This design comes from an exercise in tuning for small area on the open sky130 flow, not from production work.
Only simulation tests tie the RTL to the original design; equivalence was not proved.
No activity file was given, so power comes from the tool's default toggle rates.

Design ring_buffer_ctrl, start of the top module:
module ring_buffer_ctrl (
    input  wire                         clk,
    input  wire                         rst,         
    input  wire                         cmd_valid,
    input  wire [3:0]                   cmd_op,
    input  wire [7:0]                   cmd_data,
    input  wire [7:0]                   cmd_count,   
    output wire                         rsp_valid,
    output reg  [2:0]                   rsp_status,
    output wire [7:0]                   rsp_data,
    output reg  [6:0]                   rsp_value,   
    output wire [511:0]                 rsp_seq,     
    output wire [7:0]                   rsp_len
);
For scale: roughly 520 flip-flops, roughly 560 I/O pins, about 0.023 mm^2 of cells after synthesis.
clock: 8.0 ns
lec_check: 0
cap_margin: 20
core_margin: 2
core_utilization: 25
slew_margin: 20
synth_hierarchical: 1
synth_minimum_keep_size: 0
standard.sh (not shown) runs the stock make flow with config.mk's settings and CLKGATE_MAP_FILE= SYNTH_SCRIPT=/design/flow/synth_recipe.tcl, a recipe that flattens the netlist after the stock synthesis.
==> flow/flow/run.sh <==
#!/bin/bash
# Standard ORFS layout with two changes:
#  - the ports are buffered with sky130_fd_sc_hd__buf_1;
#  - clock tree synthesis clusters more sinks per leaf buffer and inserts
#    no dummy loads.
set -euo pipefail
CTS="-sink_clustering_enable -repair_clock_nets -dont_use_dummy_load"
CTS="$CTS -sink_clustering_size 30 -sink_clustering_max_diameter 100"
CTS="$CTS -buf_list sky130_fd_sc_hd__clkbuf_16"
bash standard.sh \
    "BUFFER_PORTS_ARGS=-buffer_cell sky130_fd_sc_hd__buf_1" \
    "CTS_ARGS=$CTS" \
    finish > make_finish.log 2>&1
Next try:
Settings changed: CORE_UTILIZATION 25 to 55.
Via count went down by 1.5%.
Core utilization rose by 28 points.
Worst hold slack improves by 0.0059 ns.
Setup slack improves by 0.13 ns.
Wire length goes down by 18%.
First-iteration DRC count rises by 5.5%.
Final area came out lower by 4.6%.
Next try:
--- a/flow/flow/run.sh
+++ b/flow/flow/run.sh
@@ -7,4 +7,4 @@
 CTS="-sink_clustering_enable -repair_clock_nets -dont_use_dummy_load"
-CTS="$CTS -sink_clustering_size 30 -sink_clustering_max_diameter 100"
-CTS="$CTS -buf_list sky130_fd_sc_hd__clkbuf_16"
+CTS="$CTS -sink_clustering_size 18 -sink_clustering_max_diameter 100"
+CTS="$CTS -buf_list sky130_fd_sc_hd__clkbuf_8"
 bash standard.sh \
Settings changed: CAP_MARGIN 20 to 0, SLEW_MARGIN 20 to 10.
Effect: Non-clock buffer count does not change. Utilization drops by 0.15 points. Worst setup slack loses 0.058 ns. Maximum frequency drops by about 1.3%. Clock-buffer cell count climbs by 13. Final area is about the same. Die area is unchanged. Synthesized area stays the same. Synthesized cell count stays the same. Total power drops by 1.5%. Routed wire length climbs by about 0.9%.

* * *

Starting RTL as in the previous note.
## ring_buffer_ctrl
module ring_buffer_ctrl (
    input  wire                         clk,
    input  wire                         rst,         
    input  wire                         cmd_valid,
    input  wire [3:0]                   cmd_op,
    input  wire [7:0]                   cmd_data,
    input  wire [7:0]                   cmd_count,   
    output wire                         rsp_valid,
    output reg  [2:0]                   rsp_status,
    output wire [7:0]                   rsp_data,
    output reg  [6:0]                   rsp_value,   
    output wire [511:0]                 rsp_seq,     
    output wire [7:0]                   rsp_len
);
    localparam CAPACITY = 64;
    localparam OP_RESET    = 4'h1;
    localparam OP_PUT      = 4'h2;
    localparam OP_TRY_PUT  = 4'h3;
    localparam OP_GET      = 4'h4;
    localparam OP_PEEK     = 4'h5;
    localparam OP_EMPTY    = 4'h8;
    localparam OP_FULL     = 4'h9;
    localparam OP_SIZE     = 4'hA;
    localparam OP_CAPACITY = 4'hB;
    localparam ST_OK                = 3'd0;
    localparam ST_BUFFER_FULL       = 3'd1;
    localparam ST_BUFFER_EMPTY      = 3'd2;
    localparam ST_INSUFFICIENT_DATA = 3'd3;
    localparam ST_ILLEGAL_CMD       = 3'd4;
    reg [511:0] slots;           
    reg [6:0]   size;            
    wire full     = size[6];
    wire is_empty = (size == 7'd0);
    wire cmd = cmd_valid && !rst;
    wire do_reset = cmd && (cmd_op == OP_RESET);
    wire do_put   = cmd && (cmd_op == OP_PUT);
    wire do_try   = cmd && (cmd_op == OP_TRY_PUT) && !full;
    wire do_get   = cmd && (cmd_op == OP_GET) && !is_empty;
    wire do_write = do_put || do_try;
    wire shift  = do_get || (do_put && full);
    wire append = do_write;
    always @(posedge clk) begin
        if (rst || do_reset)
            size <= 7'd0;
  ...
Settings: LEC_CHECK=0, CAP_MARGIN=0, CORE_MARGIN=2, CORE_UTILIZATION=55, SLEW_MARGIN=10, SYNTH_HIERARCHICAL=1, SYNTH_MINIMUM_KEEP_SIZE=0; clock period 8.0 ns.
==> flow/flow/run.sh <==
#!/bin/bash
# Standard ORFS layout with two changes:
#  - the ports are buffered with sky130_fd_sc_hd__buf_1;
#  - clock tree synthesis clusters more sinks per leaf buffer and inserts
#    no dummy loads.
set -euo pipefail
CTS="-sink_clustering_enable -repair_clock_nets -dont_use_dummy_load"
CTS="$CTS -sink_clustering_size 16 -sink_clustering_max_diameter 100"
CTS="$CTS -buf_list sky130_fd_sc_hd__clkbuf_8"
bash standard.sh \
    "BUFFER_PORTS_ARGS=-buffer_cell sky130_fd_sc_hd__buf_1" \
    "CTS_ARGS=$CTS" \
    finish > make_finish.log 2>&1
The first run finished clean.
==> next run, changes <==
--- a/flow/flow/run.sh
+++ b/flow/flow/run.sh
@@ -8,2 +8,2 @@
-CTS="$CTS -sink_clustering_size 16 -sink_clustering_max_diameter 100"
-CTS="$CTS -buf_list sky130_fd_sc_hd__clkbuf_8"
+CTS="$CTS -sink_clustering_size 30 -sink_clustering_max_diameter 100"
+CTS="$CTS -buf_list sky130_fd_sc_hd__clkbuf_16"
- CORE_UTILIZATION: 55 -> 40
- SLEW_MARGIN: 10 -> 0
After rerunning: Worst setup slack is worse by 220 ps; critical path depth goes down by 1; cell area went up slightly; die area rose by well over a third.

afterwards: timing with drivers on the ports:
No port has a modelled driver above. Below, the same layouts with a new extraction and two added sets of constraints.
Step 1 sets driving cells, clkbuf_16 on the clock port and buf_2 on the other inputs (assumed; they add their load-dependent delay and slew).
Step 2 times the ports against the registers' clock, not the clock port: input delays grow and output delays shrink by t, the midpoint of the rising clock arrivals with the driver on.
Slacks: no drivers / after step 1 / after step 2; pairs: no drivers / after step 1.
run | t, ns | setup WS [ns] | pins driven straight from the clock port
the first run of note 1 | 0.636 | 3.285 / 3.227 / 2.869 | 1
the second run of note 1 | 0.617 | 3.412 / 3.380 / 3.029 | 1
the third run of note 1 | 0.676 | 3.354 / 3.373 / 2.697 | 1
the first run of note 2 | 0.657 | 3.380 / 3.379 / 2.740 | 1
the second run of note 2 | 0.629 | 3.159 / 3.117 / 2.674 | 1
After both steps setup and hold are still met in every run listed. For the third run of note 1, which loses most, drivers alone change the setup slack by +0.019 ns; drivers and shift together by -0.657 ns.
